This design comes from an exercise in tuning for small area, a short achievable clock period and few clock cycles per item on the open sky130 flow, not from production work.
The RTL was checked by simulation tests, not by an equivalence proof against the original design.

==> flow/design.v <==
module luxconv_rom (
    input  wire [7:0]  cy,
    output reg  [23:0] s,
    output reg  [16:0] s107,
    output reg  [16:0] s115
);
    always @(*) begin
        case (cy)
            8'd0: begin s = 24'd0; s107 = 17'd0; s115 = 17'd0; end
            8'd1: begin s = 24'd9699328; s107 = 17'd90647; s115 = 17'd84341; end
            8'd2: begin s = 24'd4849664; s107 = 17'd45323; s115 = 17'd42170; end
            8'd3: begin s = 24'd3233109; s107 = 17'd30215; s115 = 17'd28113; end
            8'd4: begin s = 24'd2424832; s107 = 17'd22661; s115 = 17'd21085; end
            8'd5: begin s = 24'd1939865; s107 = 17'd18129; s115 = 17'd16868; end
            8'd6: begin s = 24'd1616554; s107 = 17'd15107; s115 = 17'd14056; end
            8'd7: begin s = 24'd1385618; s107 = 17'd12949; s115 = 17'd12048; end
            8'd8: begin s = 24'd1212416; s107 = 17'd11330; s115 = 17'd10542; end
            8'd9: begin s = 24'd1077703; s107 = 17'd10071; s115 = 17'd9371; end
            8'd10: begin s = 24'd969932; s107 = 17'd9064; s115 = 17'd8434; end
            8'd11: begin s = 24'd881757; s107 = 17'd8240; s115 = 17'd7667; end
            8'd12: begin s = 24'd808277; s107 = 17'd7553; s115 = 17'd7028; end
            8'd13: begin s = 24'd746102; s107 = 17'd6972; s115 = 17'd6487; end
            8'd14: begin s = 24'd692809; s107 = 17'd6474; s115 = 17'd6024; end
            8'd15: begin s = 24'd646621; s107 = 17'd6043; s115 = 17'd5622; end
            8'd16: begin s = 24'd606208; s107 = 17'd5665; s115 = 17'd5271; end
            8'd17: begin s = 24'd570548; s107 = 17'd5332; s115 = 17'd4961; end
            8'd18: begin s = 24'd538851; s107 = 17'd5035; s115 = 17'd4685; end
            8'd19: begin s = 24'd510490; s107 = 17'd4770; s115 = 17'd4439; end
            8'd20: begin s = 24'd484966; s107 = 17'd4532; s115 = 17'd4217; end
            8'd21: begin s = 24'd461872; s107 = 17'd4316; s115 = 17'd4016; end
            8'd22: begin s = 24'd440878; s107 = 17'd4120; s115 = 17'd3833; end
            8'd23: begin s = 24'd421709; s107 = 17'd3941; s115 = 17'd3667; end
            8'd24: begin s = 24'd404138; s107 = 17'd3776; s115 = 17'd3514; end
            8'd25: begin s = 24'd387973; s107 = 17'd3625; s115 = 17'd3373; end
            8'd26: begin s = 24'd373051; s107 = 17'd3486; s115 = 17'd3243; end
            8'd27: begin s = 24'd359234; s107 = 17'd3357; s115 = 17'd3123; end
            8'd28: begin s = 24'd346404; s107 = 17'd3237; s115 = 17'd3012; end
            8'd29: begin s = 24'd334459; s107 = 17'd3125; s115 = 17'd2908; end
            8'd30: begin s = 24'd323310; s107 = 17'd3021; s115 = 17'd2811; end
            8'd31: begin s = 24'd312881; s107 = 17'd2924; s115 = 17'd2720; end
            8'd32: begin s = 24'd303104; s107 = 17'd2832; s115 = 17'd2635; end
            8'd33: begin s = 24'd293919; s107 = 17'd2746; s115 = 17'd2555; end
            8'd34: begin s = 24'd285274; s107 = 17'd2666; s115 = 17'd2480; end
            8'd35: begin s = 24'd277123; s107 = 17'd2589; s115 = 17'd2409; end
            8'd36: begin s = 24'd269425; s107 = 17'd2517; s115 = 17'd2342; end
            8'd37: begin s = 24'd262144; s107 = 17'd2449; s115 = 17'd2279; end
            8'd38: begin s = 24'd255245; s107 = 17'd2385; s115 = 17'd2219; end
            8'd39: begin s = 24'd248700; s107 = 17'd2324; s115 = 17'd2162; end
            8'd40: begin s = 24'd242483; s107 = 17'd2266; s115 = 17'd2108; end
            8'd41: begin s = 24'd236568; s107 = 17'd2210; s115 = 17'd2057; end
            8'd42: begin s = 24'd230936; s107 = 17'd2158; s115 = 17'd2008; end
            8'd43: begin s = 24'd225565; s107 = 17'd2108; s115 = 17'd1961; end
            8'd44: begin s = 24'd220439; s107 = 17'd2060; s115 = 17'd1916; end
            8'd45: begin s = 24'd215540; s107 = 17'd2014; s115 = 17'd1874; end
            8'd46: begin s = 24'd210854; s107 = 17'd1970; s115 = 17'd1833; end
            8'd47: begin s = 24'd206368; s107 = 17'd1928; s115 = 17'd1794; end
            8'd48: begin s = 24'd202069; s107 = 17'd1888; s115 = 17'd1757; end
            8'd49: begin s = 24'd197945; s107 = 17'd1849; s115 = 17'd1721; end
            8'd50: begin s = 24'd193986; s107 = 17'd1812; s115 = 17'd1686; end
            8'd51: begin s = 24'd190182; s107 = 17'd1777; s115 = 17'd1653; end
            8'd52: begin s = 24'd186525; s107 = 17'd1743; s115 = 17'd1621; end
            8'd53: begin s = 24'd183006; s107 = 17'd1710; s115 = 17'd1591; end
            8'd54: begin s = 24'd179617; s107 = 17'd1678; s115 = 17'd1561; end
            8'd55: begin s = 24'd176351; s107 = 17'd1648; s115 = 17'd1533; end
            8'd56: begin s = 24'd173202; s107 = 17'd1618; s115 = 17'd1506; end
            8'd57: begin s = 24'd170163; s107 = 17'd1590; s115 = 17'd1479; end
            8'd58: begin s = 24'd167229; s107 = 17'd1562; s115 = 17'd1454; end
            8'd59: begin s = 24'd164395; s107 = 17'd1536; s115 = 17'd1429; end
            8'd60: begin s = 24'd161655; s107 = 17'd1510; s115 = 17'd1405; end
            8'd61: begin s = 24'd159005; s107 = 17'd1486; s115 = 17'd1382; end
            8'd62: begin s = 24'd156440; s107 = 17'd1462; s115 = 17'd1360; end
            8'd63: begin s = 24'd153957; s107 = 17'd1438; s115 = 17'd1338; end
            8'd64: begin s = 24'd151552; s107 = 17'd1416; s115 = 17'd1317; end
            8'd65: begin s = 24'd149220; s107 = 17'd1394; s115 = 17'd1297; end
            8'd66: begin s = 24'd146959; s107 = 17'd1373; s115 = 17'd1277; end
            8'd67: begin s = 24'd144766; s107 = 17'd1352; s115 = 17'd1258; end
            8'd68: begin s = 24'd142637; s107 = 17'd1333; s115 = 17'd1240; end
            8'd69: begin s = 24'd140569; s107 = 17'd1313; s115 = 17'd1222; end
            8'd70: begin s = 24'd138561; s107 = 17'd1294; s115 = 17'd1204; end
            8'd71: begin s = 24'd136610; s107 = 17'd1276; s115 = 17'd1187; end
            8'd72: begin s = 24'd134712; s107 = 17'd1258; s115 = 17'd1171; end
            8'd73: begin s = 24'd132867; s107 = 17'd1241; s115 = 17'd1155; end
            8'd74: begin s = 24'd131072; s107 = 17'd1224; s115 = 17'd1139; end
            8'd75: begin s = 24'd129324; s107 = 17'd1208; s115 = 17'd1124; end
            8'd76: begin s = 24'd127622; s107 = 17'd1192; s115 = 17'd1109; end
            8'd77: begin s = 24'd125965; s107 = 17'd1177; s115 = 17'd1095; end
            8'd78: begin s = 24'd124350; s107 = 17'd1162; s115 = 17'd1081; end
            8'd79: begin s = 24'd122776; s107 = 17'd1147; s115 = 17'd1067; end
            8'd80: begin s = 24'd121241; s107 = 17'd1133; s115 = 17'd1054; end
            8'd81: begin s = 24'd119744; s107 = 17'd1119; s115 = 17'd1041; end
            8'd82: begin s = 24'd118284; s107 = 17'd1105; s115 = 17'd1028; end
            8'd83: begin s = 24'd116859; s107 = 17'd1092; s115 = 17'd1016; end
            8'd84: begin s = 24'd115468; s107 = 17'd1079; s115 = 17'd1004; end
            8'd85: begin s = 24'd114109; s107 = 17'd1066; s115 = 17'd992; end
            8'd86: begin s = 24'd112782; s107 = 17'd1054; s115 = 17'd980; end
            8'd87: begin s = 24'd111486; s107 = 17'd1041; s115 = 17'd969; end
            8'd88: begin s = 24'd110219; s107 = 17'd1030; s115 = 17'd958; end
            8'd89: begin s = 24'd108981; s107 = 17'd1018; s115 = 17'd947; end
            8'd90: begin s = 24'd107770; s107 = 17'd1007; s115 = 17'd937; end
            8'd91: begin s = 24'd106586; s107 = 17'd996; s115 = 17'd926; end
            8'd92: begin s = 24'd105427; s107 = 17'd985; s115 = 17'd916; end
            8'd93: begin s = 24'd104293; s107 = 17'd974; s115 = 17'd906; end
            8'd94: begin s = 24'd103184; s107 = 17'd964; s115 = 17'd897; end
            8'd95: begin s = 24'd102098; s107 = 17'd954; s115 = 17'd887; end
            8'd96: begin s = 24'd101034; s107 = 17'd944; s115 = 17'd878; end
            8'd97: begin s = 24'd99993; s107 = 17'd934; s115 = 17'd869; end
            8'd98: begin s = 24'd98972; s107 = 17'd924; s115 = 17'd860; end
            8'd99: begin s = 24'd97973; s107 = 17'd915; s115 = 17'd851; end
            8'd100: begin s = 24'd96993; s107 = 17'd906; s115 = 17'd843; end
            8'd101: begin s = 24'd96032; s107 = 17'd897; s115 = 17'd835; end
            8'd102: begin s = 24'd95091; s107 = 17'd888; s115 = 17'd826; end
            8'd103: begin s = 24'd94168; s107 = 17'd880; s115 = 17'd818; end
            8'd104: begin s = 24'd93262; s107 = 17'd871; s115 = 17'd810; end
            8'd105: begin s = 24'd92374; s107 = 17'd863; s115 = 17'd803; end
            8'd106: begin s = 24'd91503; s107 = 17'd855; s115 = 17'd795; end
            8'd107: begin s = 24'd90647; s107 = 17'd847; s115 = 17'd788; end
            8'd108: begin s = 24'd89808; s107 = 17'd839; s115 = 17'd780; end
            8'd109: begin s = 24'd88984; s107 = 17'd831; s115 = 17'd773; end
            8'd110: begin s = 24'd88175; s107 = 17'd824; s115 = 17'd766; end
            8'd111: begin s = 24'd87381; s107 = 17'd816; s115 = 17'd759; end
            8'd112: begin s = 24'd86601; s107 = 17'd809; s115 = 17'd753; end
            8'd113: begin s = 24'd85834; s107 = 17'd802; s115 = 17'd746; end
            8'd114: begin s = 24'd85081; s107 = 17'd795; s115 = 17'd739; end
            8'd115: begin s = 24'd84341; s107 = 17'd788; s115 = 17'd733; end
            8'd116: begin s = 24'd83614; s107 = 17'd781; s115 = 17'd727; end
            8'd117: begin s = 24'd82900; s107 = 17'd774; s115 = 17'd720; end
            8'd118: begin s = 24'd82197; s107 = 17'd768; s115 = 17'd714; end
            8'd119: begin s = 24'd81506; s107 = 17'd761; s115 = 17'd708; end
            8'd120: begin s = 24'd80827; s107 = 17'd755; s115 = 17'd702; end
            8'd121: begin s = 24'd80159; s107 = 17'd749; s115 = 17'd697; end
            8'd122: begin s = 24'd79502; s107 = 17'd743; s115 = 17'd691; end
            8'd123: begin s = 24'd78856; s107 = 17'd736; s115 = 17'd685; end
            8'd124: begin s = 24'd78220; s107 = 17'd731; s115 = 17'd680; end
            8'd125: begin s = 24'd77594; s107 = 17'd725; s115 = 17'd674; end
            8'd126: begin s = 24'd76978; s107 = 17'd719; s115 = 17'd669; end
            8'd127: begin s = 24'd76372; s107 = 17'd713; s115 = 17'd664; end
            8'd128: begin s = 24'd75776; s107 = 17'd708; s115 = 17'd658; end
            8'd129: begin s = 24'd75188; s107 = 17'd702; s115 = 17'd653; end
            8'd130: begin s = 24'd74610; s107 = 17'd697; s115 = 17'd648; end
            8'd131: begin s = 24'd74040; s107 = 17'd691; s115 = 17'd643; end
            8'd132: begin s = 24'd73479; s107 = 17'd686; s115 = 17'd638; end
            8'd133: begin s = 24'd72927; s107 = 17'd681; s115 = 17'd634; end
            8'd134: begin s = 24'd72383; s107 = 17'd676; s115 = 17'd629; end
            8'd135: begin s = 24'd71846; s107 = 17'd671; s115 = 17'd624; end
            8'd136: begin s = 24'd71318; s107 = 17'd666; s115 = 17'd620; end
            8'd137: begin s = 24'd70798; s107 = 17'd661; s115 = 17'd615; end
            8'd138: begin s = 24'd70284; s107 = 17'd656; s115 = 17'd611; end
            8'd139: begin s = 24'd69779; s107 = 17'd652; s115 = 17'd606; end
            8'd140: begin s = 24'd69280; s107 = 17'd647; s115 = 17'd602; end
            8'd141: begin s = 24'd68789; s107 = 17'd642; s115 = 17'd598; end
            8'd142: begin s = 24'd68305; s107 = 17'd638; s115 = 17'd593; end
            8'd143: begin s = 24'd67827; s107 = 17'd633; s115 = 17'd589; end
            8'd144: begin s = 24'd67356; s107 = 17'd629; s115 = 17'd585; end
            8'd145: begin s = 24'd66891; s107 = 17'd625; s115 = 17'd581; end
            8'd146: begin s = 24'd66433; s107 = 17'd620; s115 = 17'd577; end
            8'd147: begin s = 24'd65981; s107 = 17'd616; s115 = 17'd573; end
            8'd148: begin s = 24'd65536; s107 = 17'd612; s115 = 17'd569; end
            8'd149: begin s = 24'd65096; s107 = 17'd608; s115 = 17'd566; end
            8'd150: begin s = 24'd64662; s107 = 17'd604; s115 = 17'd562; end
            8'd151: begin s = 24'd64233; s107 = 17'd600; s115 = 17'd558; end
            8'd152: begin s = 24'd63811; s107 = 17'd596; s115 = 17'd554; end
            8'd153: begin s = 24'd63394; s107 = 17'd592; s115 = 17'd551; end
            8'd154: begin s = 24'd62982; s107 = 17'd588; s115 = 17'd547; end
            8'd155: begin s = 24'd62576; s107 = 17'd584; s115 = 17'd544; end
            8'd156: begin s = 24'd62175; s107 = 17'd581; s115 = 17'd540; end
            8'd157: begin s = 24'd61779; s107 = 17'd577; s115 = 17'd537; end
            8'd158: begin s = 24'd61388; s107 = 17'd573; s115 = 17'd533; end
            8'd159: begin s = 24'd61002; s107 = 17'd570; s115 = 17'd530; end
            8'd160: begin s = 24'd60620; s107 = 17'd566; s115 = 17'd527; end
            8'd161: begin s = 24'd60244; s107 = 17'd563; s115 = 17'd523; end
            8'd162: begin s = 24'd59872; s107 = 17'd559; s115 = 17'd520; end
            8'd163: begin s = 24'd59505; s107 = 17'd556; s115 = 17'd517; end
            8'd164: begin s = 24'd59142; s107 = 17'd552; s115 = 17'd514; end
            8'd165: begin s = 24'd58783; s107 = 17'd549; s115 = 17'd511; end
            8'd166: begin s = 24'd58429; s107 = 17'd546; s115 = 17'd508; end
            8'd167: begin s = 24'd58079; s107 = 17'd542; s115 = 17'd505; end
            8'd168: begin s = 24'd57734; s107 = 17'd539; s115 = 17'd502; end
            8'd169: begin s = 24'd57392; s107 = 17'd536; s115 = 17'd499; end
            8'd170: begin s = 24'd57054; s107 = 17'd533; s115 = 17'd496; end
            8'd171: begin s = 24'd56721; s107 = 17'd530; s115 = 17'd493; end
            8'd172: begin s = 24'd56391; s107 = 17'd527; s115 = 17'd490; end
            8'd173: begin s = 24'd56065; s107 = 17'd523; s115 = 17'd487; end
            8'd174: begin s = 24'd55743; s107 = 17'd520; s115 = 17'd484; end
            8'd175: begin s = 24'd55424; s107 = 17'd517; s115 = 17'd481; end
            8'd176: begin s = 24'd55109; s107 = 17'd515; s115 = 17'd479; end
            8'd177: begin s = 24'd54798; s107 = 17'd512; s115 = 17'd476; end
            8'd178: begin s = 24'd54490; s107 = 17'd509; s115 = 17'd473; end
            8'd179: begin s = 24'd54186; s107 = 17'd506; s115 = 17'd471; end
            8'd180: begin s = 24'd53885; s107 = 17'd503; s115 = 17'd468; end
            8'd181: begin s = 24'd53587; s107 = 17'd500; s115 = 17'd465; end
            8'd182: begin s = 24'd53293; s107 = 17'd498; s115 = 17'd463; end
            8'd183: begin s = 24'd53001; s107 = 17'd495; s115 = 17'd460; end
            8'd184: begin s = 24'd52713; s107 = 17'd492; s115 = 17'd458; end
            8'd185: begin s = 24'd52428; s107 = 17'd489; s115 = 17'd455; end
            8'd186: begin s = 24'd52146; s107 = 17'd487; s115 = 17'd453; end
            8'd187: begin s = 24'd51868; s107 = 17'd484; s115 = 17'd451; end
            8'd188: begin s = 24'd51592; s107 = 17'd482; s115 = 17'd448; end
            8'd189: begin s = 24'd51319; s107 = 17'd479; s115 = 17'd446; end
            8'd190: begin s = 24'd51049; s107 = 17'd477; s115 = 17'd443; end
            8'd191: begin s = 24'd50781; s107 = 17'd474; s115 = 17'd441; end
            8'd192: begin s = 24'd50517; s107 = 17'd472; s115 = 17'd439; end
            8'd193: begin s = 24'd50255; s107 = 17'd469; s115 = 17'd437; end
            8'd194: begin s = 24'd49996; s107 = 17'd467; s115 = 17'd434; end
            8'd195: begin s = 24'd49740; s107 = 17'd464; s115 = 17'd432; end
            8'd196: begin s = 24'd49486; s107 = 17'd462; s115 = 17'd430; end
            8'd197: begin s = 24'd49235; s107 = 17'd460; s115 = 17'd428; end
            8'd198: begin s = 24'd48986; s107 = 17'd457; s115 = 17'd425; end
            8'd199: begin s = 24'd48740; s107 = 17'd455; s115 = 17'd423; end
            8'd200: begin s = 24'd48496; s107 = 17'd453; s115 = 17'd421; end
            8'd201: begin s = 24'd48255; s107 = 17'd450; s115 = 17'd419; end
            8'd202: begin s = 24'd48016; s107 = 17'd448; s115 = 17'd417; end
            8'd203: begin s = 24'd47779; s107 = 17'd446; s115 = 17'd415; end
            8'd204: begin s = 24'd47545; s107 = 17'd444; s115 = 17'd413; end
            8'd205: begin s = 24'd47313; s107 = 17'd442; s115 = 17'd411; end
            8'd206: begin s = 24'd47084; s107 = 17'd440; s115 = 17'd409; end
            8'd207: begin s = 24'd46856; s107 = 17'd437; s115 = 17'd407; end
            8'd208: begin s = 24'd46631; s107 = 17'd435; s115 = 17'd405; end
            8'd209: begin s = 24'd46408; s107 = 17'd433; s115 = 17'd403; end
            8'd210: begin s = 24'd46187; s107 = 17'd431; s115 = 17'd401; end
            8'd211: begin s = 24'd45968; s107 = 17'd429; s115 = 17'd399; end
            8'd212: begin s = 24'd45751; s107 = 17'd427; s115 = 17'd397; end
            8'd213: begin s = 24'd45536; s107 = 17'd425; s115 = 17'd395; end
            8'd214: begin s = 24'd45323; s107 = 17'd423; s115 = 17'd394; end
            8'd215: begin s = 24'd45113; s107 = 17'd421; s115 = 17'd392; end
            8'd216: begin s = 24'd44904; s107 = 17'd419; s115 = 17'd390; end
            8'd217: begin s = 24'd44697; s107 = 17'd417; s115 = 17'd388; end
            8'd218: begin s = 24'd44492; s107 = 17'd415; s115 = 17'd386; end
            8'd219: begin s = 24'd44289; s107 = 17'd413; s115 = 17'd385; end
            8'd220: begin s = 24'd44087; s107 = 17'd412; s115 = 17'd383; end
            8'd221: begin s = 24'd43888; s107 = 17'd410; s115 = 17'd381; end
            8'd222: begin s = 24'd43690; s107 = 17'd408; s115 = 17'd379; end
            8'd223: begin s = 24'd43494; s107 = 17'd406; s115 = 17'd378; end
            8'd224: begin s = 24'd43300; s107 = 17'd404; s115 = 17'd376; end
            8'd225: begin s = 24'd43108; s107 = 17'd402; s115 = 17'd374; end
            8'd226: begin s = 24'd42917; s107 = 17'd401; s115 = 17'd373; end
            8'd227: begin s = 24'd42728; s107 = 17'd399; s115 = 17'd371; end
            8'd228: begin s = 24'd42540; s107 = 17'd397; s115 = 17'd369; end
            8'd229: begin s = 24'd42355; s107 = 17'd395; s115 = 17'd368; end
            8'd230: begin s = 24'd42170; s107 = 17'd394; s115 = 17'd366; end
            8'd231: begin s = 24'd41988; s107 = 17'd392; s115 = 17'd365; end
            8'd232: begin s = 24'd41807; s107 = 17'd390; s115 = 17'd363; end
            8'd233: begin s = 24'd41628; s107 = 17'd389; s115 = 17'd361; end
            8'd234: begin s = 24'd41450; s107 = 17'd387; s115 = 17'd360; end
            8'd235: begin s = 24'd41273; s107 = 17'd385; s115 = 17'd358; end
            8'd236: begin s = 24'd41098; s107 = 17'd384; s115 = 17'd357; end
            8'd237: begin s = 24'd40925; s107 = 17'd382; s115 = 17'd355; end
            8'd238: begin s = 24'd40753; s107 = 17'd380; s115 = 17'd354; end
            8'd239: begin s = 24'd40582; s107 = 17'd379; s115 = 17'd352; end
            8'd240: begin s = 24'd40413; s107 = 17'd377; s115 = 17'd351; end
            8'd241: begin s = 24'd40246; s107 = 17'd376; s115 = 17'd349; end
            8'd242: begin s = 24'd40079; s107 = 17'd374; s115 = 17'd348; end
            8'd243: begin s = 24'd39914; s107 = 17'd373; s115 = 17'd347; end
            8'd244: begin s = 24'd39751; s107 = 17'd371; s115 = 17'd345; end
            8'd245: begin s = 24'd39589; s107 = 17'd369; s115 = 17'd344; end
            8'd246: begin s = 24'd39428; s107 = 17'd368; s115 = 17'd342; end
            8'd247: begin s = 24'd39268; s107 = 17'd366; s115 = 17'd341; end
            8'd248: begin s = 24'd39110; s107 = 17'd365; s115 = 17'd340; end
            8'd249: begin s = 24'd38953; s107 = 17'd364; s115 = 17'd338; end
            8'd250: begin s = 24'd38797; s107 = 17'd362; s115 = 17'd337; end
            8'd251: begin s = 24'd38642; s107 = 17'd361; s115 = 17'd336; end
            8'd252: begin s = 24'd38489; s107 = 17'd359; s115 = 17'd334; end
            8'd253: begin s = 24'd38337; s107 = 17'd358; s115 = 17'd333; end
            8'd254: begin s = 24'd38186; s107 = 17'd356; s115 = 17'd332; end
            8'd255: begin s = 24'd38036; s107 = 17'd355; s115 = 17'd330; end
        endcase
    end
endmodule
module luxconv (
    input  wire        clk,
    input  wire        rst,
    input  wire        req_valid,
    input  wire [1:0]  req_gain,
    input  wire [7:0]  req_cycles,
    input  wire [15:0] req_ch1,
    input  wire [15:0] req_ch0,
    output wire        req_ready,
    output wire        rsp_valid,
    output reg  [3:0]  rsp_status,
    output reg  [23:0] rsp_lux,
    output reg  [2:0]  obs_band,
    output wire [32:0] obs_ratio,
    output wire [23:0] obs_chn0,
    output wire [23:0] obs_chn1,
    output reg  [23:0] obs_scale0,
    output reg  [23:0] obs_scale1,
    output reg  [1:0]  phase
);
    localparam PH_IDLE = 2'd0, PH_BUSY = 2'd1, PH_DONE = 2'd2;
    localparam [3:0] ST_VALID  = 4'b0001,
                     ST_DEGEN  = 4'b0011,
                     ST_NEG    = 4'b0101,
                     ST_CFGERR = 4'b1001;
    localparam [15:0] B1 = 16'd8520,  M1 = 16'd15729;
    localparam [15:0] B2 = 16'd10807, M2 = 16'd23344;
    localparam [15:0] B3 = 16'd6383,  M3 = 16'd11705;
    localparam [15:0] B4 = 16'd4063,  M4 = 16'd6554;
    localparam [2:0] S_MUL0 = 3'd0,
                     S_MUL1 = 3'd1,
                     S_DIV  = 3'd2,
                     S_LUX1 = 3'd3,
                     S_LUX2 = 3'd4;
    reg  [2:0]  step;
    reg  [15:0] ch0, ch1;
    reg  [23:0] chn0, chn1;
    reg  [23:0] rem;
    reg  [35:0] quo;
    reg  [38:0] prod_m;
    reg         dinit;
    reg  [1:0]  dmode;       
    reg  [3:0]  dcnt;
    assign req_ready = (phase != PH_BUSY);
    assign rsp_valid = (phase == PH_DONE);
    assign obs_chn0  = chn0;
    assign obs_chn1  = chn1;
    assign obs_ratio = quo[33:1] + {32'd0, quo[0]};
    wire issue = req_valid && req_ready;
    wire [23:0] t_s;
    wire [16:0] t_s107, t_s115;
    luxconv_rom u_rom (.cy(req_cycles), .s(t_s), .s107(t_s107), .s115(t_s115));
    reg [23:0] sc0, sc1;
    always @(*) begin
        case (req_gain)
            2'd0:    begin sc0 = t_s;              sc1 = t_s;              end
            2'd1:    begin sc0 = {3'd0, t_s[23:3]}; sc1 = {3'd0, t_s[23:3]}; end
            2'd2:    begin sc0 = {4'd0, t_s[23:4]}; sc1 = {4'd0, t_s[23:4]}; end
            default: begin sc0 = {7'd0, t_s107};   sc1 = {7'd0, t_s115};   end
        endcase
    end
    wire q_hi0 = (quo[33:10] == 24'd0);
    wire le1 = q_hi0 && (quo[9:0] <= 10'd308);
    wire le2 = q_hi0 && (quo[9:0] <= 10'd390);
    wire le3 = q_hi0 && (quo[9:0] <= 10'd460);
    wire le4 = q_hi0 && (quo[9:0] <= 10'd552);
    reg [2:0]  band_c;
    reg [15:0] coef_m;
    always @(*) begin
        if (le1)      begin band_c = 3'd1; coef_m = M1; end
        else if (le2) begin band_c = 3'd2; coef_m = M2; end
        else if (le3) begin band_c = 3'd3; coef_m = M3; end
        else if (le4) begin band_c = 3'd4; coef_m = M4; end
        else          begin band_c = 3'd5; coef_m = 16'd0; end
    end
    reg [15:0] coef_b;
    always @(*) begin
        case (obs_band)
            3'd1:    coef_b = B1;
            3'd2:    coef_b = B2;
            3'd3:    coef_b = B3;
            3'd4:    coef_b = B4;
            default: coef_b = 16'd0;
        endcase
    end
    reg  [23:0] ma;
    reg  [15:0] mb;
    always @(*) begin
        case (step)
            S_MUL0:  begin ma = obs_scale0; mb = ch0;    end
            S_MUL1:  begin ma = obs_scale1; mb = ch1;    end
            S_LUX1:  begin ma = chn1;       mb = coef_m; end
            default: begin ma = chn0;       mb = coef_b; end
        endcase
    end
    wire        lux2 = (step == S_LUX2);
    wire [41:0] acc = {18'd0, ma} * {26'd0, mb}
                    + (lux2 ? 42'd32768 : 42'd0)
                    - (lux2 ? {3'd0, prod_m} : 42'd0);
    reg [23:0] r_in;
    reg [35:0] q_in;
    always @(*) begin
        if (dinit) begin
            case (dmode)
                2'd0:    begin r_in = {2'd0, chn1[23:2]};   q_in = {chn1[1:0], 34'd0};  end
                2'd1:    begin r_in = {14'd0, chn1[23:14]}; q_in = {chn1[13:0], 22'd0}; end
                default: begin r_in = 24'd0;                q_in = {2'd0, chn1, 10'd0}; end
            endcase
        end else begin
            r_in = rem;
            q_in = quo;
        end
    end
    reg [23:0] r_st [0:4];
    reg [35:0] q_st [0:4];
    reg [24:0] r_sh;
    reg [25:0] r_df;
    integer k;
    always @(*) begin
        r_st[0] = r_in;
        q_st[0] = q_in;
        for (k = 0; k < 4; k = k + 1) begin
            r_sh = {r_st[k], q_st[k][35]};
            r_df = {1'b0, r_sh} - {2'b00, chn0};
            r_st[k+1] = r_df[25] ? r_sh[23:0] : r_df[23:0];
            q_st[k+1] = {q_st[k][34:0], ~r_df[25]};
        end
    end
    wire fits12 = (chn1[23:2]  < chn0);
    wire fits24 = (chn1[23:14] < chn0);
    always @(posedge clk) begin
        if (rst) begin
            phase <= PH_IDLE;
        end else if (issue) begin
            ch0        <= req_ch0;
            ch1        <= req_ch1;
            obs_scale0 <= sc0;
            obs_scale1 <= sc1;
            chn0       <= 24'd0;
            chn1       <= 24'd0;
            quo        <= 36'd0;
            obs_band   <= 3'd0;
            rsp_lux    <= 24'd0;
            step       <= S_MUL0;
            if (req_cycles == 8'd0) begin
                phase      <= PH_DONE;
                rsp_status <= ST_CFGERR;
            end else begin
                phase      <= PH_BUSY;
                rsp_status <= 4'd0;
            end
        end else if (phase == PH_BUSY) begin
            case (step)
                S_MUL0: begin
                    chn0 <= acc[39:16];
                    step <= S_MUL1;
                end
                S_MUL1: begin
                    chn1  <= acc[39:16];
                    dinit <= 1'b1;
                    dmode <= 2'd0;
                    dcnt  <= 4'd3;
                    step  <= S_DIV;
                    if (chn0 == 24'd0) begin
                        phase      <= PH_DONE;
                        rsp_status <= ST_DEGEN;
                    end
                end
                S_DIV: begin
                    if (dinit && dmode == 2'd0 && !fits12) begin
                        dmode <= fits24 ? 2'd1 : 2'd2;
                        dcnt  <= fits24 ? 4'd6 : 4'd9;
                    end else begin
                        dinit <= 1'b0;
                        rem   <= r_st[4];
                        quo   <= q_st[4];
                        dcnt  <= dcnt - 4'd1;
                        if (dcnt == 4'd1)
                            step <= S_LUX1;
                    end
                end
                S_LUX1: begin
                    obs_band <= band_c;
                    prod_m   <= acc[38:0];
                    step     <= S_LUX2;
                end
                default: begin
                    phase <= PH_DONE;
                    if (acc[41]) begin
                        rsp_status <= ST_NEG;
                        rsp_lux    <= 24'd0;
                    end else begin
                        rsp_status <= ST_VALID;
                        rsp_lux    <= acc[39:16];
                    end
                end
            endcase
        end
    end
endmodule
==> flow/run.sh <==
#!/bin/bash
# synth_recipe.tcl (not shown) runs the flow's synth.tcl, then flattens the netlist and writes it again
# the make line also repeats each setting of config.mk as NAME=value (left out here)
make -C /OpenROAD-flow-scripts/flow DESIGN_CONFIG=/design/flow/config.mk WORK_HOME=/design/flow/orfs CLKGATE_MAP_FILE= SYNTH_SCRIPT=/design/flow/synth_recipe.tcl finish
==> flow/config.mk <==
export PLATFORM = sky130hd
export DESIGN_NAME = luxconv
export DESIGN_NICKNAME = luxconv
export VERILOG_FILES = /design/flow/design.v
export SDC_FILE = /design/flow/constraint.sdc
export NUM_CORES = 4
export LEC_CHECK = 0
export CAP_MARGIN = 20
export CORE_MARGIN = 2
export CORE_UTILIZATION = 40
export SLEW_MARGIN = 20
export SYNTH_MEMORY_MAX_BITS = 65536
==> flow/constraint.sdc <==
create_clock -name core_clock -period 12.0 [get_ports {clk}]
set_input_delay 2.4000 -clock core_clock [delete_from_list [all_inputs] [get_ports {clk}]]
set_output_delay 2.4000 -clock core_clock [all_outputs]
set_load 0.01 [all_outputs]
==> summary.txt, run 1 <==
met3 usage 0.131; clk slew on worst S/H paths ~60 ps; Worst EP required 12390 ps; Pre-antenna DRT Iters 8; Final Hold Viols 0; final cell count without fillers approximately 6400; ys async rst share 0; M2 GR Usage 0.612; pin count of the biggest net entering global routing between 100 and 150; Setup crit start kind register; WP data arrival ~12000 ps; EDFF count, synth 258; Core ar. 100000 µm²; clock period minus worst slack 11390 ps; CP max stage delay 410 ps; Final Max Slew Viols 0; fmax between 80 and 90 MHz; final worst-path cycle share 0.949; Worst Path Max Fanout 25; Seq cells post-synth between 200 and 300; wire per inst 34.3 µm; Synth Net Count 5621; Slew HR 0.135; DR DRC count 0; Hold Path Class register to register; vias per cell around 6.6; die width roughly 320 µm; maxcap violations 0; Cell variety after synth 94; Initial DRC Count 6057; Top FF cell, synth edfxtp_1; cell count along the critical path 44; Setup crit start dmode[0]$_SDFFCE_PN0P_; sequential fraction of the synthesis area 0.193; Via Count about 42000; Setup Skew just over 50 ps; mapped cell area about 40000 µm²; # setup viols final 0; Placed Instances ~6300; IO buf count between 200 and 250; initial antenna violation count 16; busiest metal layer after global routing met2; status complete, no violations; # IOs ~210; WS Path Type register to register; dpl hpwl 170000 µm; Longest Clk Path Bufs 3; R2R cell count between 40 and 50; hold wc startpoint phase[0]$_SDFFE_PP0P_; Multi-input gate area between 20000 and 30000 µm²; area added between synthesis and finish 13.8%; Sink Count 260; Worst Max-Slew Pin Slew 1300 ps; H-tree levels 2; root buf cell clkbuf_16; Fill cells around 10000; worst hold margin slightly above 500 ps; register area approximately 8000 µm²; drt total wl 219000 µm; top cells by count, synth 545 x nor2_1, 494 x nand2_1, 419 x inv_1; # nets final 5786; fraction of final layout cells sized beyond drive strength 1 0.0875; Worst Hold Depth 2; RSZ-0062 raised after global routing no; Final Util 0.459; first-pass GRT wire length 307000 µm; Row Count approximately 120; reg-to-reg startpoint dmode[0]$_SDFFCE_PN0P_; Synth top area share 0.192; Num CTS Buffers 35; CP Capture Type register; vias in the first global route around 41000; count leader, synth nor2_1; M1 GR Usage 0.530; Die ar. just over 100000 µm²; Synth warnings 4; GR Overflow Total 0; CTS tree done; gr usage total 0.418; largest cells by area after synthesis edfxtp_1 19%, fa_1 17%, ha_1 10%, nor2_1 5.1%, nand2_1 4.6%; CTS Hold Bufs 0; Yosys top cell by area edfxtp_1; total negative slack 0 ps; syn avg cell area about 8.2 µm²; Initial Utilization 0.403; post-route ant nets 0; Syn Inst Count between 4000 and 5000; top cell family by delay on the critical path compound AO/OA/AOI/OAI gates; CP Buf/Inv Count 5; Skew-Pair Late Insertion Delay just over 600 ps; routability-driven placement congestion ratio 1.05; slowest CP cell mux2i_2; Die Ht around 320 µm
==> per-layer routing <==
layer / share of wire / wire length [µm] / up-vias
li1: - / - / 17700
met1: 0.38 / 84400 / 20700
met5: 0.00039 / 86 / -
met4: 0.080 / 17600 / 14
met2: 0.41 / 90700 / 2919
met3: 0.12 / 26700 / 727
==> final timing paths <==
path | endpoint | slack [ps]
max | rem[23]$_DFFE_PP_ | 610
min reg2reg | phase[0]$_SDFFE_PP0P_ | 510
max reg2reg | rem[23]$_DFFE_PP_ | 610
min | phase[0]$_SDFFE_PP0P_ | 510
==> layout by cell type, fill, tap and decap left out, types with 38 or more instances in the layout <==
cell type and instances:
fa_1 349, and2_1 45, o22ai_1 46, nor3_1 93
nor2_1 543, clkdlybuf4s50_1 202, o211ai_1 63, mux2i_1 48
nand2_1 494, a21o_1 74, a31oi_1 58, nand3_1 108
a211oi_1 66, buf_4 246, o21a_1 38, and3_1 70
edfxtp_1 258, nor2b_1 50, o21ai_0 306, a21oi_1 336
nand2b_1 85, mux2_2 38, xnor2_1 97, inv_1 418
ha_1 322, xor2_1 39
==> flip-flops by register name (all words and copies together) (netlist names), 14 cells and up <==
name,count
chn0,24
ch1,16
prod_m,39
rem,24
obs_scale0,24
chn1,24
obs_scale1,14
ch0,16
quo,36
rsp_lux,24
==> through the flow <==
stage	area, µm²	setup slack (ps)
after CTS	45900	6.44
after global placement	44700	-398
after detailed placement	44700	-583
final	46000	610
after floorplan	40400	1200
after global routing	46000	4.11
==> cell families after synthesis <==
group           after synthesis  synth area share
simple gates               1630             0.184
compound gates             1352             0.218
buf+inv                     751            0.0716
fa+ha+maj                   671             0.273
flops                       260             0.193
xor+xnor                    136            0.0295
mux                         105            0.0310
==> worst reg2reg max path: cells and delay by family (launching register included) <==
family / cells / cell delay (ps)
buffers and inverters: 5 / 1310
adders and majority gates: 4 / 1380
muxes: 5 / 1780
xor gates and xnor gates: 1 / 160
and+or+nand+nor: 8 / 1390
DFF: 1 / 400
AOI/OAI and AO/OA: 21 / 4740
==> area by class of cell <==
| cell class | instances | share of cell area |
|---|---|---|
| antenna | 6 | 0.000326 |
| clock buffer | 42 | 0.0203 |
| clock inverter | 20 | 0.00413 |
| inverter | 423 | 0.0345 |
| multi-input combinational | 3894 | 0.650 |
| sequential | 260 | 0.169 |
| tap | 1298 | 0.0353 |
| timing repair buffer | 456 | 0.0862 |
==> repair_timing <==
action	CTS	global route
gates resized for setup	4	10
setup endpoints to repair	25	25
pin swaps	0	2
buffers inserted	0	3
Testbench counts, summed over its fixed seeds: cycles 11,929, items 1,600.
==> run 2: changes to the inputs <==
--- a/flow/design.v
+++ b/flow/design.v
@@ -294,20 +294,23 @@
     localparam [15:0] B2 = 16'd10807, M2 = 16'd23344;
     localparam [15:0] B3 = 16'd6383,  M3 = 16'd11705;
     localparam [15:0] B4 = 16'd4063,  M4 = 16'd6554;
-    localparam [2:0] S_MUL0 = 3'd0,
-                     S_MUL1 = 3'd1,
-                     S_DIV  = 3'd2,
-                     S_LUX1 = 3'd3,
-                     S_LUX2 = 3'd4;
+    localparam [2:0] S_MUL0  = 3'd0,
+                     S_MUL1  = 3'd1,
+                     S_DIV   = 3'd2,
+                     S_LUX1  = 3'd3,
+                     S_LUX2  = 3'd4;
     reg  [2:0]  step;
     reg  [15:0] ch0, ch1;
     reg  [23:0] chn0, chn1;
     reg  [23:0] rem;
+    reg  [25:0] d3;          
     reg  [35:0] quo;
     reg  [38:0] prod_m;
-    reg         dinit;
-    reg  [1:0]  dmode;       
-    reg  [3:0]  dcnt;
+    reg         dinit;       
+    reg         dlong;       
+    reg         dwide;       
+    reg  [3:0]  dcnt;        
+    reg         op_mul0, op_mul1, op_lux1, op_lux2;
     assign req_ready = (phase != PH_BUSY);
     assign rsp_valid = (phase == PH_DONE);
     assign obs_chn0  = chn0;
@@ -320,81 +323,111 @@
     reg [23:0] sc0, sc1;
     always @(*) begin
         case (req_gain)
-            2'd0:    begin sc0 = t_s;              sc1 = t_s;              end
+            2'd0:    begin sc0 = t_s;               sc1 = t_s;               end
             2'd1:    begin sc0 = {3'd0, t_s[23:3]}; sc1 = {3'd0, t_s[23:3]}; end
             2'd2:    begin sc0 = {4'd0, t_s[23:4]}; sc1 = {4'd0, t_s[23:4]}; end
-            default: begin sc0 = {7'd0, t_s107};   sc1 = {7'd0, t_s115};   end
+            default: begin sc0 = {7'd0, t_s107};    sc1 = {7'd0, t_s115};    end
         endcase
     end
-    wire q_hi0 = (quo[33:10] == 24'd0);
-    wire le1 = q_hi0 && (quo[9:0] <= 10'd308);
-    wire le2 = q_hi0 && (quo[9:0] <= 10'd390);
-    wire le3 = q_hi0 && (quo[9:0] <= 10'd460);
-    wire le4 = q_hi0 && (quo[9:0] <= 10'd552);
-    reg [2:0]  band_c;
-    reg [15:0] coef_m;
-    always @(*) begin
-        if (le1)      begin band_c = 3'd1; coef_m = M1; end
-        else if (le2) begin band_c = 3'd2; coef_m = M2; end
-        else if (le3) begin band_c = 3'd3; coef_m = M3; end
-        else if (le4) begin band_c = 3'd4; coef_m = M4; end
-        else          begin band_c = 3'd5; coef_m = 16'd0; end
-    end
-    reg [15:0] coef_b;
+    function [2:0] band_of;
+        input [35:0] q;
+        begin
+            if (q <= 36'd308)      band_of = 3'd1;
+            else if (q <= 36'd390) band_of = 3'd2;
+            else if (q <= 36'd460) band_of = 3'd3;
+            else if (q <= 36'd552) band_of = 3'd4;
+            else                   band_of = 3'd5;
+        end
+    endfunction
+    wire [2:0] band_fin = band_of(quo);
+    reg [15:0] coef_b, coef_m;
     always @(*) begin
         case (obs_band)
-            3'd1:    coef_b = B1;
-            3'd2:    coef_b = B2;
-            3'd3:    coef_b = B3;
-            3'd4:    coef_b = B4;
-            default: coef_b = 16'd0;
+            3'd1:    begin coef_b = B1; coef_m = M1; end
+            3'd2:    begin coef_b = B2; coef_m = M2; end
+            3'd3:    begin coef_b = B3; coef_m = M3; end
+            3'd4:    begin coef_b = B4; coef_m = M4; end
+            default: begin coef_b = 16'd0; coef_m = 16'd0; end
         endcase
     end
-    reg  [23:0] ma;
-    reg  [15:0] mb;
-    always @(*) begin
-        case (step)
-            S_MUL0:  begin ma = obs_scale0; mb = ch0;    end
-            S_MUL1:  begin ma = obs_scale1; mb = ch1;    end
-            S_LUX1:  begin ma = chn1;       mb = coef_m; end
-            default: begin ma = chn0;       mb = coef_b; end
-        endcase
+    wire [23:0] ma = ({24{op_mul0}} & obs_scale0) | ({24{op_mul1}} & obs_scale1)
+                   | ({24{op_lux1}} & chn1)       | ({24{op_lux2}} & chn0);
+    wire [15:0] mb = ({16{op_mul0}} & ch0)        | ({16{op_mul1}} & ch1)
+                   | ({16{op_lux1}} & coef_m)     | ({16{op_lux2}} & coef_b);
+    localparam [41:0] BOOTH_K = 42'h3FFFFFFFFFF - 42'h2AAAA000000 + 42'd1;
+    wire [18:0] bx = {2'b00, mb, 1'b0};
+    reg  [41:0] acc, negs;
+    reg  [2:0]  bt;
+    reg         b_one, b_two, b_neg;
+    reg  [25:0] b_mag, b_w;
+    integer i;
+    always @(*) begin
+        acc  = (op_lux2 ? (BOOTH_K + 42'd32769) : BOOTH_K)
+             + ({42{op_lux2}} & ~{3'd0, prod_m});
+        negs = 42'd0;
+        for (i = 0; i < 9; i = i + 1) begin
+            bt    = bx[2*i +: 3];
+            b_one = bt[0] ^ bt[1];
+            b_two = (bt == 3'b011) || (bt == 3'b100);
+            b_neg = bt[2] && !(bt[1] && bt[0]);
+            b_mag = b_one ? {2'b00, ma} : (b_two ? {1'b0, ma, 1'b0} : 26'd0);
+            b_w   = b_mag ^ {26{b_neg}};
+            acc   = acc + ({16'd0, ~b_neg, b_w[24:0]} << (2*i));
+            negs[2*i] = b_neg;
+        end
+        acc = acc + negs;
     end
-    wire        lux2 = (step == S_LUX2);
-    wire [41:0] acc = {18'd0, ma} * {26'd0, mb}
-                    + (lux2 ? 42'd32768 : 42'd0)
-                    - (lux2 ? {3'd0, prod_m} : 42'd0);
+    wire fits12 = (chn1[23:2]  < chn0);
+    wire fits24 = (chn1[23:14] < chn0);
     reg [23:0] r_in;
     reg [35:0] q_in;
     always @(*) begin
-        if (dinit) begin
-            case (dmode)
-                2'd0:    begin r_in = {2'd0, chn1[23:2]};   q_in = {chn1[1:0], 34'd0};  end
-                2'd1:    begin r_in = {14'd0, chn1[23:14]}; q_in = {chn1[13:0], 22'd0}; end
-                default: begin r_in = 24'd0;                q_in = {2'd0, chn1, 10'd0}; end
-            endcase
-        end else begin
+        if (!dinit) begin
             r_in = rem;
             q_in = quo;
+        end else if (!dlong) begin
+            r_in = {2'd0, chn1[23:2]};  q_in = {chn1[1:0], 34'd0};
+        end else if (dwide) begin
+            r_in = 24'd0;                q_in = {2'd0, chn1, 10'd0};
+        end else begin
+            r_in = {14'd0, chn1[23:14]}; q_in = {chn1[13:0], 22'd0};
         end
     end
-    reg [23:0] r_st [0:4];
-    reg [35:0] q_st [0:4];
-    reg [24:0] r_sh;
-    reg [25:0] r_df;
+    reg [23:0] r_st [0:2];
+    reg [35:0] q_st [0:2];
+    reg [25:0] r_sh;
+    reg [26:0] t1, t2, t3;
     integer k;
     always @(*) begin
         r_st[0] = r_in;
         q_st[0] = q_in;
-        for (k = 0; k < 4; k = k + 1) begin
-            r_sh = {r_st[k], q_st[k][35]};
-            r_df = {1'b0, r_sh} - {2'b00, chn0};
-            r_st[k+1] = r_df[25] ? r_sh[23:0] : r_df[23:0];
-            q_st[k+1] = {q_st[k][34:0], ~r_df[25]};
+        for (k = 0; k < 2; k = k + 1) begin
+            r_sh = {r_st[k], q_st[k][35:34]};
+            t1 = {1'b0, r_sh} - {3'b000, chn0};
+            t2 = {1'b0, r_sh} - {2'b00, chn0, 1'b0};
+            t3 = {1'b0, r_sh} - {1'b0, d3};
+            if (!t3[26]) begin
+                r_st[k+1] = t3[23:0]; q_st[k+1] = {q_st[k][33:0], 2'b11};
+            end else if (!t2[26]) begin
+                r_st[k+1] = t2[23:0]; q_st[k+1] = {q_st[k][33:0], 2'b10};
+            end else if (!t1[26]) begin
+                r_st[k+1] = t1[23:0]; q_st[k+1] = {q_st[k][33:0], 2'b01};
+            end else begin
+                r_st[k+1] = r_sh[23:0]; q_st[k+1] = {q_st[k][33:0], 2'b00};
+            end
         end
     end
-    wire fits12 = (chn1[23:2]  < chn0);
-    wire fits24 = (chn1[23:14] < chn0);
+    wire [35:0] q_out = q_st[2];
+    wire [3:0] dleft = dinit ? (!dlong ? 4'd2 : (dwide ? 4'd8 : 4'd5))
+                             : (dcnt - 4'd1);
+    wire w8_b1 = (q_out[27:0] == 28'd0);
+    wire w8_b5 = (q_out[27:2] != 26'd0) || (q_out[1:0] == 2'd3);
+    wire [2:0] band_guess = band_of({q_out[31:0], 4'd8});
+    always @(posedge clk) begin
+        prod_m <= acc[38:0];
+        rem    <= r_st[2];
+        d3     <= {2'd0, chn0} + {1'd0, chn0, 1'd0};
+    end
     always @(posedge clk) begin
         if (rst) begin
             phase <= PH_IDLE;
@@ -409,6 +442,10 @@
             obs_band   <= 3'd0;
             rsp_lux    <= 24'd0;
             step       <= S_MUL0;
+            op_mul0    <= 1'b1;
+            op_mul1    <= 1'b0;
+            op_lux1    <= 1'b0;
+            op_lux2    <= 1'b0;
             if (req_cycles == 8'd0) begin
                 phase      <= PH_DONE;
                 rsp_status <= ST_CFGERR;
@@ -419,46 +456,76 @@
         end else if (phase == PH_BUSY) begin
             case (step)
                 S_MUL0: begin
-                    chn0 <= acc[39:16];
-                    step <= S_MUL1;
+                    chn0    <= acc[39:16];
+                    step    <= S_MUL1;
+                    op_mul0 <= 1'b0;
+                    op_mul1 <= 1'b1;
                 end
                 S_MUL1: begin
-                    chn1  <= acc[39:16];
-                    dinit <= 1'b1;
-                    dmode <= 2'd0;
-                    dcnt  <= 4'd3;
-                    step  <= S_DIV;
+                    chn1    <= acc[39:16];
+                    dinit   <= 1'b1;
+                    dlong   <= 1'b0;
+                    step    <= S_DIV;
+                    op_mul1 <= 1'b0;
                     if (chn0 == 24'd0) begin
                         phase      <= PH_DONE;
                         rsp_status <= ST_DEGEN;
                     end
                 end
                 S_DIV: begin
-                    if (dinit && dmode == 2'd0 && !fits12) begin
-                        dmode <= fits24 ? 2'd1 : 2'd2;
-                        dcnt  <= fits24 ? 4'd6 : 4'd9;
+                    if (dinit && !dlong && !fits12) begin
+                        dlong <= 1'b1;
+                        dwide <= !fits24;
                     end else begin
                         dinit <= 1'b0;
-                        rem   <= r_st[4];
-                        quo   <= q_st[4];
-                        dcnt  <= dcnt - 4'd1;
-                        if (dcnt == 4'd1)
-                            step <= S_LUX1;
+                        quo   <= q_out;
+                        dcnt  <= dleft;
+                        op_lux1 <= 1'b0;
+                        op_lux2 <= op_lux1;
+                        if (dleft == 4'd2 && (w8_b1 || w8_b5)) begin
+                            op_lux1  <= 1'b1;
+                            obs_band <= w8_b1 ? 3'd1 : 3'd5;
+                        end
+                        if (dleft == 4'd1 && !op_lux1) begin
+                            op_lux1  <= 1'b1;
+                            obs_band <= band_guess;
+                        end
+                        if (dleft == 4'd0) begin
+                            if (op_lux2) begin
+                                phase <= PH_DONE;
+                                if (acc[41]) begin
+                                    rsp_status <= ST_NEG;
+                                    rsp_lux    <= 24'd0;
+                                end else begin
+                                    rsp_status <= ST_VALID;
+                                    rsp_lux    <= acc[39:16];
+                                end
+                            end else begin
+                                step <= S_LUX2;
+                            end
+                        end
                     end
                 end
                 S_LUX1: begin
-                    obs_band <= band_c;
-                    prod_m   <= acc[38:0];
-                    step     <= S_LUX2;
+                    step    <= S_LUX2;
+                    op_lux1 <= 1'b0;
+                    op_lux2 <= 1'b1;
                 end
                 default: begin
-                    phase <= PH_DONE;
-                    if (acc[41]) begin
-                        rsp_status <= ST_NEG;
-                        rsp_lux    <= 24'd0;
+                    op_lux2 <= 1'b0;
+                    if (band_fin == obs_band) begin
+                        phase <= PH_DONE;
+                        if (acc[41]) begin
+                            rsp_status <= ST_NEG;
+                            rsp_lux    <= 24'd0;
+                        end else begin
+                            rsp_status <= ST_VALID;
+                            rsp_lux    <= acc[39:16];
+                        end
                     end else begin
-                        rsp_status <= ST_VALID;
-                        rsp_lux    <= acc[39:16];
+                        obs_band <= band_fin;
+                        step     <= S_LUX1;
+                        op_lux1  <= 1'b1;
                     end
                 end
             endcase
==> run 2 against run 1 <==
Register-to-register slack better by 1300 ps. Wire length shrank 4.9%. Critical path type unchanged. Critical endpoint is now rsp_lux[1]$_SDFFCE_PP0P_. Still clean on timing, DRC and antenna. Hold slack improved by 9.3 ps. Die area is 6.4% higher. Non-clock buffer count is 115 lower.
==> summary.txt, run 2 <==
status complete, no violations; flop2flop setup slack 1870 ps (+1260 ps); total negative slack 0 ps (unchanged); count leader, synth a21oi_1; Resize count post-CTS 0 (-4); fmax 98.7 MHz (+12%); slowest CP cell ha_1; Syn Inst Count 5454 (+11%); Sink Count 290 (+12%); Synth Net Count 6106 (+8.6%); Final Hold Viols 0 (unchanged); top cells by count, synth 490 x a21oi_1, 477 x nor2_1, 460 x nand2_1; Initial DRC Count 7419 (+22%); routability-driven placement congestion ratio 1.08 (+3.2%); vias in the first global route 43200 (+5.4%); GR Overflow Total 0 (unchanged); Worst Max-Slew Pin Slew 1410 ps (+113 ps); Skew-Pair Late Insertion Delay 600 ps (-20 ps); mapped cell area 43000 µm² (+6.5%); CP max stage delay 1160 ps (+750 ps); WP data arrival 10450 ps (-1330 ps); RSZ-0062 raised after global routing no; Top FF cell, synth edfxtp_1; die width 332 µm (+3.2%); Initial Utilization 0.403 (-0.000896); IO buf count 208 (unchanged); vias per cell 6.62 (+0.87%); Yosys top cell by area edfxtp_1; gr usage total 0.366 (-0.0518); CTS tree done; fraction of final layout cells sized beyond drive strength 1 0.0585 (-0.0290); Slew HR 0.0532 (-0.0816); commonest non-fill, non-tap cells in the layout 483 x a21oi_1, 465 x nor2_1, 460 x nand2_1, 402 x ha_1, 356 x inv_1; Worst Path Max Fanout 25 (unchanged); clock period minus worst slack 10130 ps (-1260 ps); Die Ht 332 µm (+3.2%); Die ar. 110000 µm² (+6.4%); # setup viols final 0 (unchanged); # nets final 6093 (+5.3%); wire per inst 30.3 µm (-12%); dpl hpwl 155000 µm (-8.8%); drt total wl 209000 µm (-4.9%); biggest regs prod_m (39), quo (36), d3 (26); post-route ant nets 0 (unchanged); Longest Clk Path Bufs 3 (unchanged); syn avg cell area 7.89 µm² (-4.2%); max reg flops 39 (unchanged); setup bufs post-CTS 0 (unchanged); Setup crit start kind register; clk slew on worst S/H paths 60 ps (about the same); # IOs 209 (unchanged); Hold Path Class register to register; Setup Skew 26.0 ps (-25.2 ps); sequential fraction of the synthesis area 0.181 (-0.0115); ys async rst share 0 (unchanged); CTS Hold Bufs 0 (unchanged); root buf cell clkbuf_16; H-tree levels 2 (unchanged); Row Count 120 (+3.4%); commonest non-fill, non-tap cell in the layout a21oi_1; area added between synthesis and finish 10.9%; DR DRC count 0 (unchanged); pin count of the biggest net entering global routing 182 (+37%); maxcap violations 0 (unchanged); CP Capture Type register; Worst EP required 12310 ps (-80 ps); Cell variety after synth 83 (-12%); Core ar. 107000 µm² (+6.7%); Synth top area share 0.139 (-0.0529); EDFF count, synth 199 (-23%); Top reg by flops prod_m; first-pass GRT wire length 302000 µm (-1.8%); final worst-path cycle share 0.845 (-0.105); WS Path Type register to register; Num CTS Buffers 36 (+2.9%); initial antenna violation count 13 (-3); largest cells by area after synthesis edfxtp_1 14%, ha_1 12%, fa_1 9.5%, a21oi_1 5.7%, xnor2_1 5.5%; Synth warnings 4 (unchanged); Via Count 45600 (+8.5%); Pre-antenna DRT Iters 7 (-1); Final Max Slew Viols 0 (unchanged); Seq cells post-synth 290 (+12%)
run 2: cell types whose count changed in the layout (fill, tap and decap cells not counted), moves of 59 or more:
cell and delta:
a22oi_1 +223, xnor2_1 +174, a21oi_1 +147, fa_1 -145, buf_4 -113, dfxtp_1 +89, ha_1 +80, nor2_1 -78
xor2_1 +71, inv_1 -62, edfxtp_1 -59
run 2: worst paths after layout:
check | startpoint | end | cells past startpoint
hold reg to reg | phase[0]$_SDFFE_PP0P_ | phase[0]$_SDFFE_PP0P_ | 2
setup / recovery | obs_band[0]$_SDFFCE_PP0P_ | rsp_lux[1]$_SDFFCE_PP0P_ | 28
hold / removal | phase[0]$_SDFFE_PP0P_ | phase[0]$_SDFFE_PP0P_ | 2
setup reg to reg | obs_band[0]$_SDFFCE_PP0P_ | rsp_lux[1]$_SDFFCE_PP0P_ | 28
run 2: worst max-delay path: cells and delay by family (launching register included):
kind | cells | cell delay, ps
adder cells (fa/ha/maj) | 7 | 3910
AO/OA/AOI/OAI | 9 | 2160
AND/OR/NAND/NOR | 6 | 1770
buffers and inverters | 4 | 660
flip-flops | 1 | 620
multiplexers | 1 | 530
XOR/XNOR | 1 | 180
run 2: logic make-up after synthesis:
logic type,share of synthesized area
muxes,0.0282
xor gates and xnor gates,0.0775
and+or+nand+nor,0.157
AOI/OAI and AO/OA,0.276
DFF,0.181
buffers and inverters,0.0677
adders and majority gates,0.212
run 2: routing by layer:
layer,vias up,global-route usage,part of all wire
met4,4,0.204,0.067
li1,19800,-,-
met1,21800,0.480,0.39
met5,-,0.000434,0.00013
met3,700,0.113,0.13
met2,3281,0.532,0.41
run 2: layout make-up:
| class | instances | area [µm²] |
|---|---|---|
| Clock buffer | 55 | 1080 |
| Multi-Input combinational cell | 4404 | 32500 |
| Sequential cell | 290 | 7800 |
| Tap cell | 1403 | 1760 |
| Antenna cell | 9 | 22.5 |
| Timing Repair Buffer | 341 | 3110 |
| Clock inverter | 11 | 98.8 |
| Inverter | 368 | 1380 |
| Fill cell | 10700 | 59200 |
run 2: per-stage QoR:
stage / cell area (µm²) / hold slack [ps] / instances / util / worst slack (ps)
floorplan: 43000 / 501 / 5454 / - / 3570
global placement: 46500 / 500 / 6804 / 0.435 / 2110
detailed placement: 46500 / 505 / 6805 / 0.435 / 2050
CTS: 47700 / 517 / 6871 / 0.446 / 1990
global route: 47700 / 569 / 6872 / 0.446 / 1180
finish: 47700 / 519 / 6881 / 0.446 / 1870
Testbench counts of run 2, summed over its fixed seeds: cycles 9,832, items 1,600.

==> afterwards: timing with drivers on the ports <==
In the flow no input, the clock included, has a driving cell. The finished layouts below were timed again as built, in two steps. Step 1 sets driving cells, clkbuf_16 on the clock port and buf_2 on the other inputs (assumed; they add their load-dependent delay and slew). Step 2 moves the port delays by t, midway between the first and last clock arrival at a register: inputs arrive t later, outputs are due t later. That takes back most of the time a late clock gives input paths. a / b / c = no drivers / after step 1 / after step 2; a / b = the first two.
run | shift t [ns] | slack for setup (ns) | worst register clock-pin slew, ns | cell pins on the clock port's net
run 1 | 0.679 | 0.610 / 0.610 / 0.610 | 0.07 / 0.07 | 1
run 2 | 0.661 | 1.866 / 1.866 / 1.866 | 0.08 / 0.08 | 1
After both steps setup and hold are still met in every run listed.
